From an optimization exercise on the open Yosys and OpenROAD flow, aimed at small area, a short achievable clock period and few clock cycles; shortcuts taken in it are not production practice. At most, simulation tests tie the RTL to the original design; equivalence was not proved. Power and IR drop assume default switching activity.

== build 52 ==
==> flow/design.v (excerpt) <==
module vs_layout (
    input  wire        clk,
    input  wire        rst,
    input  wire        start,
    input  wire [4:0]  fmt,
    input  wire [14:0] w,
    input  wire [14:0] h,
    output reg         done,
    output wire [3:0]  errcode,    
    output wire [1:0]  nplanes,
    output wire [31:0] total,
    output wire [14:0] p0_w, p1_w, p2_w,
    output wire [14:0] p0_h, p1_h, p2_h,
    output wire [16:0] p0_stride, p1_stride, p2_stride,
    output wire [31:0] p0_offset, p1_offset, p2_offset,
    output wire [31:0] p0_size, p1_size, p2_size,
    output wire [1:0]  p0_role, p1_role, p2_role
);
clock: 14.0 ns
lec_check: 0
cap_margin: 20
core_margin: 2
core_utilization: 68
setup_slack_margin: 5
slew_margin: 20
standard.sh (not shown) runs the stock make flow with config.mk's settings and CLKGATE_MAP_FILE= SYNTH_SCRIPT=/design/flow/synth_recipe.tcl, a recipe that flattens the netlist after the stock synthesis.
==> flow/flow/run.sh <==
#!/bin/bash
# The standard layout, with the port buffers made of the plain buffer
# sky130_fd_sc_hd__buf_1 instead of ORFS's default choice (a delay cell).
set -euo pipefail
cd "$(dirname "$0")/.."
export BUFFER_PORTS_ARGS="-buffer_cell sky130_fd_sc_hd__buf_1"
bash standard.sh > standard_flow.log 2>&1
Testbench counts of build 52, summed over its fixed seeds: cycles 3,200.
Relative to build 52, the following input files were edited for build 62:
- ABC_AREA now 1, previously not set
- CORE_UTILIZATION now 60, was 68
diff --git a/flow/flow/run.sh b/flow/flow/run.sh
--- a/flow/flow/run.sh
+++ b/flow/flow/run.sh
@@ -6,2 +6,2 @@
 export BUFFER_PORTS_ARGS="-buffer_cell sky130_fd_sc_hd__buf_1"
-bash standard.sh > standard_flow.log 2>&1
+bash standard.sh SETUP_SLACK_MARGIN=6 finish > standard_flow.log 2>&1
Notes after the runs:
- The commonest non-fill, non-tap cell in the layout comes out buf_1 in one run and nand2_1 in the other, namely in build 52 and build 62 respectively.
- Build 62 vs build 52: routed length on met2 up by more than 10%
- Changes observed in build 62 relative to build 52: cell count increased by about 25% relative to the old numbers, worst-case setup margin in the final layout increased by 890 ps relative to the old numbers, net load switching power increased by 270 uW relative to the old numbers.
- Between build 52 and build 62, post-synthesis instance area is lower for build 52, build 62 comes in above that.
- Number of cells on the critical path was higher in the run labelled build 52.
> inputs changed (build 62 -> build 14)
- ABC_AREA no longer set, was 1
- SETUP_SLACK_MARGIN now 3, was 5
diff --git a/flow/flow/run.sh b/flow/flow/run.sh
--- a/flow/flow/run.sh
+++ b/flow/flow/run.sh
@@ -6,2 +6,2 @@
 export BUFFER_PORTS_ARGS="-buffer_cell sky130_fd_sc_hd__buf_1"
-bash standard.sh SETUP_SLACK_MARGIN=6 finish > standard_flow.log 2>&1
+bash standard.sh > standard_flow.log 2>&1
- [build 14] maximum fanout along the worst path fell 2 relative to build 62
- From build 62 to build 14, antenna cell count did not move at all.
- Looking only at share of cell area taken by multi-input logic gates, and setting everything else aside, the higher value of build 14 and build 62 goes to build 14.
- Looking at most frequent standard cell in the layout excluding fill and tap cells, the nand2_1 result is from build 62; the buf_1 one comes from build 14.
For build 27, these inputs were changed with respect to build 14:
- SETUP_SLACK_MARGIN changed from 3 to 5
- ABC_AREA newly set to 1
diff --git a/flow/flow/run.sh b/flow/flow/run.sh
--- a/flow/flow/run.sh
+++ b/flow/flow/run.sh
@@ -6,2 +6,2 @@
 export BUFFER_PORTS_ARGS="-buffer_cell sky130_fd_sc_hd__buf_1"
-bash standard.sh > standard_flow.log 2>&1
+bash standard.sh SETUP_SLACK_MARGIN=6.4 finish > standard_flow.log 2>&1
==> run summary <==
Build 27 ended up with fa_1 as its standard cell with the maximum stage delay on the critical path; build 14 ended up with o21ai_0. Of build 14 and build 27, the higher total placed cells including tap cells belongs to build 27. total[28] as the capturing instance or port of the critical path was reported by build 27, and p2_offset[31] by build 14. | clock power share | lower: build 27 |. Build 27 vs build 14 — global-route wire length before repair climbed by more than 10%. Delta(mux share of post-synthesis cell area, build 27 - build 14) < 0. Build 27: met2 demand-to-capacity share in global routing 4.7 points above build 14. Build 27 gives more critical path buffer and inverter count than build 14 did. Fraction of the mapped netlist area in compound gates was lower in build 27 than in build 14. From build 14 to build 27, sink count of the clock tree did not move at all. Compared with build 14, build 27 shows a worst setup slack that is 1740 ps higher.

========
== main ==
Another version of the RTL of vs_layout (not shown whole).
Size: ~20,000 um^2 of cells after synthesis.
clock: 14.0 ns
lec_check: 0
cap_margin: 20
core_margin: 2
core_utilization: 60
setup_slack_margin: 5
slew_margin: 20
run.sh (not shown) runs the stock make flow with config.mk's settings and CLKGATE_MAP_FILE= SYNTH_SCRIPT=/design/flow/synth_recipe.tcl, a recipe that flattens the netlist after the stock synthesis.
Stock flow here: none of the scripts above is used.
Testbench counts of main, summed over its fixed seeds: cycles 3,200.
#### Input delta (the feature branch over main)
==> flow/flow/run.sh (new file) <==
#!/bin/bash
# The standard layout, with the port buffers made of the plain buffer
# sky130_fd_sc_hd__buf_1 instead of ORFS's default choice (a delay cell).
set -euo pipefail
cd "$(dirname "$0")/.."
export BUFFER_PORTS_ARGS="-buffer_cell sky130_fd_sc_hd__buf_1"
bash standard.sh > standard_flow.log 2>&1
==> flow/standard.sh (new file) <==
#!/bin/bash
# synth_recipe.tcl (not shown) runs the flow's synth.tcl, then flattens the netlist and writes it again
# the make line also repeats each setting of config.mk as NAME=value (left out here)
make -C /OpenROAD-flow-scripts/flow DESIGN_CONFIG=/design/flow/config.mk WORK_HOME=/design/flow/orfs CLKGATE_MAP_FILE= SYNTH_SCRIPT=/design/flow/synth_recipe.tcl "${@:-finish}"
removed: flow/run.sh
==> comparison <==
STATUS worst setup slack: the feature branch wins against main
Comparing signed area change from the synthesized netlist to the final layout for main and the feature branch, the smaller number came from the feature branch.
Between main and the feature branch, the post-route fraction of the period consumed by the critical path is higher for main.
The feature branch vs. main: utilization fell by 7.3 points; minimum clock period fell 0.056 ns.
In terms of post-synthesis instance total, main and the feature branch differ only marginally.
The feature branch and main ended up with roughly the same number of well taps.
From main to the feature branch the numbers moved as follows: number of instances resized during post-cts repair dropped about 55%; total power per unit cell area barely changed.
Of main and the feature branch, the lower met2 wire length belongs to the feature branch.

========
== red ==
Another version of the RTL of vs_layout (not shown whole).
Size in the first run: roughly 2,300 cells after synthesis, roughly 110 flip-flops, ~420 I/O pins, ~0.019 sq mm of cells after synthesis.
==> flow/config.mk <==
export PLATFORM = sky130hd
export DESIGN_NAME = vs_layout
export DESIGN_NICKNAME = vs_layout
export VERILOG_FILES = /design/flow/design.v
export SDC_FILE = /design/flow/constraint.sdc
export NUM_CORES = 4
export LEC_CHECK = 0
export CAP_MARGIN = 20
export CORE_MARGIN = 2
export CORE_UTILIZATION = 60
export SETUP_SLACK_MARGIN = 5
export SLEW_MARGIN = 20
==> flow/constraint.sdc <==
create_clock -name core_clock -period 14.0 [get_ports {clk}]
set_input_delay 2.8000 -clock core_clock [delete_from_list [all_inputs] [get_ports {clk}]]
set_output_delay 2.8000 -clock core_clock [all_outputs]
set_load 0.01 [all_outputs]
standard.sh (not shown) runs the stock make flow with config.mk's settings and CLKGATE_MAP_FILE= SYNTH_SCRIPT=/design/flow/synth_recipe.tcl, a recipe that flattens the netlist after the stock synthesis.
==> flow/flow/run.sh <==
#!/bin/bash
# The standard layout, with the port buffers made of the plain buffer
# sky130_fd_sc_hd__buf_1 instead of ORFS's default choice (a delay cell).
set -euo pipefail
cd "$(dirname "$0")/.."
export BUFFER_PORTS_ARGS="-buffer_cell sky130_fd_sc_hd__buf_1"
bash standard.sh > standard_flow.log 2>&1
red ran to completion and came out clean on the timing, DRC and antenna checks.
Here is what was changed in the inputs of blue compared with red.
==> flow/flow/run.sh <==
#!/bin/bash
# The standard layout, with the port buffers made of the plain buffer
# sky130_fd_sc_hd__buf_1 instead of ORFS's default choice (a delay cell),
# and timing repair aiming at a larger setup margin.
set -euo pipefail
cd "$(dirname "$0")/.."
export BUFFER_PORTS_ARGS="-buffer_cell sky130_fd_sc_hd__buf_1"
bash standard.sh SETUP_SLACK_MARGIN=8 finish > standard_flow.log 2>&1
Results
blue has layout overhead on the synthesized area above what red had.
Slack of the critical path: blue higher than red
Arrival time at the worst endpoint in blue is 0.08 ns below red.
blue against red: final hold slack saw a decrease, effective utilization at floorplan roughly the same, clock-buffer cell count increased by 2 relative to the old numbers, combinational power increased about 20%, total met2 wirelength after detailed routing shows an increase of 12%.
Re data-path buffer share of cell area in the final layout: blue and red aren't equal, and the lower value belongs to red.
Having completed the whole flow, blue delivered a layout that passed the timing, DRC and antenna checks.
Transition time of the tightest slew-check pin in blue is 0.14 ns above red.
Compared with red, number of vias per cell after detailed routing in blue increased slightly.
Inputs modified between blue and green:
- ABC_AREA: unset -> 1
==> flow/flow/run.sh <==
#!/bin/bash
# The standard layout, with the port buffers made of the plain buffer
# sky130_fd_sc_hd__buf_1 instead of ORFS's default choice (a delay cell).
set -euo pipefail
cd "$(dirname "$0")/.."
export BUFFER_PORTS_ARGS="-buffer_cell sky130_fd_sc_hd__buf_1"
bash standard.sh SETUP_SLACK_MARGIN=6 finish > standard_flow.log 2>&1
==> comparison <==
On final critical-path setup slack, blue loses to green. blue → green: tightest slew margin relative to the limit -2.0 points; part of the total power dissipated in the clock network +0.2 points; register area share after synthesis -0.78 points. Changes observed in green relative to blue: final cell count increased by 593 relative to the old numbers, total power draw has decreased. Changes observed in green relative to blue: top achievable clock speed increased about 10%, depth of the CTS H-tree held. The wire length in green is 1.11 times that in blue. Measured against each other, blue and green differ in worst-case hold slack, the higher figure coming from green.
No run of this note included a check of the RTL's function; only the layout flow was run.

========
Setup of raven:
RTL: one of the versions met above, not the one the previous note started from.
For scale: about 3000 cells after synthesis, about 130 flip-flops, about 420 I/O pins.
export LEC_CHECK = 0
export ABC_AREA = 1
export CAP_MARGIN = 20
export CORE_MARGIN = 2
export CORE_UTILIZATION = 60
export PLACE_DENSITY = 0.72
export SETUP_SLACK_MARGIN = 5
export SLEW_MARGIN = 20
create_clock -name core_clock -period 14.0 [get_ports {clk}]
==> flow/flow/run.sh <==
#!/bin/bash
# The standard layout, with the port buffers made of the plain buffer
# sky130_fd_sc_hd__buf_1 instead of ORFS's default choice (a delay cell),
# and timing repair aiming at a setup slack of 6.4 ns.
set -euo pipefail
cd "$(dirname "$0")/.."
export BUFFER_PORTS_ARGS="-buffer_cell sky130_fd_sc_hd__buf_1"
bash standard.sh SETUP_SLACK_MARGIN=6.4 finish > standard_flow.log 2>&1
Testbench counts of raven, summed over its fixed seeds: cycles 3,200.
Modified inputs, maple compared to raven
Settings: clearing PLACE_DENSITY, which used to be 0.72.
==> flow/flow/run.sh <==
#!/bin/bash
# The standard layout, with the port buffers made of the plain buffer
# sky130_fd_sc_hd__buf_1 instead of ORFS's default choice (a delay cell).
set -euo pipefail
cd "$(dirname "$0")/.."
export BUFFER_PORTS_ARGS="-buffer_cell sky130_fd_sc_hd__buf_1"
bash standard.sh > standard_flow.log 2>&1
Results
- On maple: pin count of the biggest net entering global routing is 25 lower than what raven gave.
- Power drawn by the clock network: maple lower than raven
- maple against raven: clock-buffer cell count saw a decrease; setup slack fell 1020 ps; fmax decreased 12%.
- Having completed the whole flow, maple delivered a layout that passed the timing, DRC and antenna checks.
Relative to maple, the following input files were edited for garnet:
==> flow/flow/run.sh <==
#!/bin/bash
# The standard layout, with the port buffers made of the plain buffer
# sky130_fd_sc_hd__buf_1 instead of ORFS's default choice (a delay cell),
# and timing repair aiming at a setup slack of 6.6 ns.
set -euo pipefail
cd "$(dirname "$0")/.."
export BUFFER_PORTS_ARGS="-buffer_cell sky130_fd_sc_hd__buf_1"
bash standard.sh SETUP_SLACK_MARGIN=6.6 finish > standard_flow.log 2>&1
[summary]
Between maple and garnet, global-route met2 utilization is lower for maple, garnet comes in above that.
Cmp maple and garnet / buffering stage count on the worst path with inverters included / higher: garnet
Total power in garnet vs maple: up about 18%
The wire length on met2 in garnet sits 9.9% above the value recorded for maple.
Summary of the comparison: critical path depth in cells is lower in garnet, relative to maple.
garnet vs. maple: routing usage on met3 comparable; wire length of the first global-routing pass now larger; sequential share of cell area now smaller; filler-free cell count of the finished design now larger.
When garnet is measured against maple, its ratio of final minimum period to clock period turns out 7.6 points lower.
When garnet is measured against maple, its area added between synthesis and finish turns out 10 points higher.
## Diff of input files: tundra against garnet
==> flow/flow/run.sh <==
#!/bin/bash
# The standard layout, with the port buffers made of the plain buffer
# sky130_fd_sc_hd__buf_1 instead of ORFS's default choice (a delay cell),
# and timing repair aiming at a setup slack of 6.4 ns.
set -euo pipefail
cd "$(dirname "$0")/.."
export BUFFER_PORTS_ARGS="-buffer_cell sky130_fd_sc_hd__buf_1"
bash standard.sh SETUP_SLACK_MARGIN=6.4 finish > standard_flow.log 2>&1
## What came out
Going from garnet to tundra, the worst stage delay on the critical path was found to have gone down by 100 ps. The relative contribution of combinational cells to total power number comes out higher for garnet vs tundra. Cell depth of the worst setup path grows by a little under 10% when moving from garnet to tundra. tundra vs garnet — hold slack rose 24 ps. Lower power goes to tundra over garnet. garnet → tundra: total length of routed met3 wires saw a decrease; cell count moved down; slack of the critical path moved down. Time the worst path needs with I/O delays and setup up 46 ps in tundra wrt garnet. tundra reports a lower power attributed to combinational cells than garnet does.
Here is what was changed in the inputs of cedar compared with tundra.
==> flow/flow/run.sh <==
#!/bin/bash
# The standard layout, with the port buffers made of the plain buffer
# sky130_fd_sc_hd__buf_1 instead of ORFS's default choice (a delay cell).
set -euo pipefail
cd "$(dirname "$0")/.."
export BUFFER_PORTS_ARGS="-buffer_cell sky130_fd_sc_hd__buf_1"
bash standard.sh SETUP_SLACK_MARGIN=7 finish > standard_flow.log 2>&1
## What came out
cedar completed; timing, DRC and antenna clean. Compared with tundra, in cedar combinational power grew by about 20%; number of I/O pins neither gained nor lost much; fraction of power consumed by combinational cells went up by 2.4 points; total internal power saw an increase; global placement routability congestion now sits lower. After synthesis and placement, the instance count of cedar is above that of tundra. Relative to tundra, cedar degrades worst slew margin relative to its limit. For tundra, the critical path launch point was qc[13]$_DFF_P_, unlike cedar, where it was tr[7]$_DFF_P_. Looking at arrival time of the worst setup path, cedar sits 30 ps higher than tundra does. From tundra to cedar the numbers moved as follows: worst hold slack lost 3.9 ps, final wirelength picked up an extra 11%, met1 layer wirelength in the final routing increased 2.4%.
Edits applied to the flow inputs when going from cedar to lagoon:
Settings: ABC_AREA no longer set, was 1.
--- a/flow/flow/run.sh
+++ b/flow/flow/run.sh
@@ -6,2 +6,2 @@
 export BUFFER_PORTS_ARGS="-buffer_cell sky130_fd_sc_hd__buf_1"
-bash standard.sh SETUP_SLACK_MARGIN=7 finish > standard_flow.log 2>&1
+bash standard.sh > standard_flow.log 2>&1
--- outcome ---
- From cedar to lagoon the numbers moved as follows: share of the synthesized netlist area taken by xor and xnor gates rose 3.4 points; transition at the pin with the smallest max-transition slack rose 180 ps.
- Changes observed in lagoon relative to cedar: leakage power figure now smaller, cell area now smaller.

========
ember:
Another version of the RTL of vs_layout (not shown whole).
Size in the first run: roughly 420 I/O pins.
## vs_layout
module vs_layout (
    input  wire        clk,
    input  wire        rst,
    input  wire        start,
    input  wire [4:0]  fmt,
    input  wire [14:0] w,
    input  wire [14:0] h,
    output reg         done,
    output wire [3:0]  errcode,    
    output wire [1:0]  nplanes,
    output wire [31:0] total,
    output wire [14:0] p0_w, p1_w, p2_w,
    output wire [14:0] p0_h, p1_h, p2_h,
    output wire [16:0] p0_stride, p1_stride, p2_stride,
    output wire [31:0] p0_offset, p1_offset, p2_offset,
    output wire [31:0] p0_size, p1_size, p2_size,
    output wire [1:0]  p0_role, p1_role, p2_role
);
export LEC_CHECK = 0
export ABC_AREA = 1
export CAP_MARGIN = 20
export CORE_MARGIN = 2
export CORE_UTILIZATION = 68
export SETUP_SLACK_MARGIN = 5
export SLEW_MARGIN = 20
create_clock -name core_clock -period 14.0 [get_ports {clk}]
==> flow/flow/run.sh <==
#!/bin/bash
# The standard layout, with the port buffers made of the plain buffer
# sky130_fd_sc_hd__buf_1 instead of ORFS's default choice (a delay cell),
# and timing repair aiming at a setup slack of 6.2 ns.
set -euo pipefail
cd "$(dirname "$0")/.."
export BUFFER_PORTS_ARGS="-buffer_cell sky130_fd_sc_hd__buf_1"
bash standard.sh SETUP_SLACK_MARGIN=6.2 finish > standard_flow.log 2>&1
Input changes introduced in fjord (baseline for comparison: ember):
- a change of CORE_UTILIZATION from 68 to 60
--- a/flow/flow/run.sh
+++ b/flow/flow/run.sh
@@ -7,2 +7,2 @@
 export BUFFER_PORTS_ARGS="-buffer_cell sky130_fd_sc_hd__buf_1"
-bash standard.sh SETUP_SLACK_MARGIN=6.2 finish > standard_flow.log 2>&1
+bash standard.sh SETUP_SLACK_MARGIN=6.2 RECOVER_POWER=50 finish > standard_flow.log 2>&1
==> comparison <==
To summarise fjord: no stage aborted, but the layout did not pass its checks, failing on capacitance limit, slew limit. Side by side, antenna diode instance count turned out lower in fjord than in ember. Top fanout value on the critical path | fjord above ember. For sequential share of layout area, ember and fjord come out practically identical. register to output pin as the kind of critical path was reported by ember, and primary input to register by fjord. Of the two values seen for startpoint of the worst setup timing path, fmt[1] was produced by fjord and tr[5]$_DFF_P_ by ember. From fjord to ember, xor and xnor area share after synthesis did not move at all. Wire length of the first global-routing pass: fjord higher than ember.
[inputs] pepper vs fjord
--- a/flow/flow/run.sh
+++ b/flow/flow/run.sh
@@ -7,2 +7,2 @@
 export BUFFER_PORTS_ARGS="-buffer_cell sky130_fd_sc_hd__buf_1"
-bash standard.sh SETUP_SLACK_MARGIN=6.2 RECOVER_POWER=50 finish > standard_flow.log 2>&1
+bash standard.sh SETUP_SLACK_MARGIN=6.2 finish > standard_flow.log 2>&1
Looking at the reports, pepper completed the entire flow and the layout it produced met the timing, DRC and antenna checks. Although fjord finished all stages, its layout failed final checks on capacitance limit, slew limit. Reported for pepper and fjord, die height turned out identical to the last digit. pepper: setup slack higher than fjord. fjord reports its origin of the worst setup path as fmt[1] while pepper reports qs[9]$_DFF_P_. A critical setup path kind of register to output pin is what pepper shows, while primary input to register belongs to fjord. ~same combinational power share in pepper and fjord.
No run of this note included a check of the RTL's function; only the layout flow was run.

separate check: timing with driven ports:
The results above use ideal ports. As a check the final layouts listed here were re-extracted and re-timed, cells and wires unchanged.
Step 1, drivers: a clkbuf_16 drives clk and a buf_2 each remaining input, both assumed.
Step 2 times the ports against the registers' clock, not the clock port: input delays grow and output delays shrink by t, the midpoint of the rising clock arrivals with the driver on.
a / b / c = no drivers / after step 1 / after step 2; a / b = the first two.
run | t (ns) | slack for setup (ns) | slew at the worst register clock pin (ns) | cell pins on the clock port's net
build 52 | 0.477 | 5.255 / 5.206 / 5.119 | 0.07 / 0.07 | 1
build 62 | 0.489 | 6.146 / 6.095 / 5.757 | 0.08 / 0.08 | 1
build 14 | 0.475 | 4.794 / 4.742 / 5.024 | 0.07 / 0.07 | 1
build 27 | 0.490 | 6.532 / 6.481 / 6.119 | 0.08 / 0.08 | 1
main | 0.463 | 4.864 / 4.815 / 4.863 | 0.06 / 0.06 | 1
the feature branch | 0.454 | 4.920 / 4.874 / 4.945 | 0.06 / 0.06 | 1
red | 0.459 | 4.768 / 4.719 / 4.984 | 0.06 / 0.06 | 1
blue | 0.472 | 4.851 / 4.806 / 5.278 | 0.06 / 0.06 | 1
green | 0.471 | 5.707 / 5.658 / 5.847 | 0.06 / 0.06 | 1
raven | 0.479 | 6.543 / 6.511 / 6.095 | 0.07 / 0.07 | 1
maple | 0.494 | 5.520 / 5.469 / 5.564 | 0.08 / 0.08 | 1
garnet | 0.490 | 6.578 / 6.527 / 6.296 | 0.07 / 0.07 | 1
tundra | 0.490 | 6.532 / 6.481 / 6.119 | 0.08 / 0.08 | 1
cedar | 0.491 | 6.504 / 6.452 / 6.283 | 0.07 / 0.07 | 1
lagoon | 0.476 | 5.206 / 5.153 / 5.010 | 0.07 / 0.07 | 1
ember | 0.483 | 6.356 / 6.307 / 5.908 | 0.07 / 0.07 | 1
fjord | 0.483 | 5.209 / 5.240 / 4.757 | 0.07 / 0.07 | 1
pepper | 0.484 | 6.354 / 6.303 / 6.013 | 0.07 / 0.07 | 1
The setup slack of fjord, which loses most, moves by +0.031 ns with the drivers and by -0.452 ns with both steps.
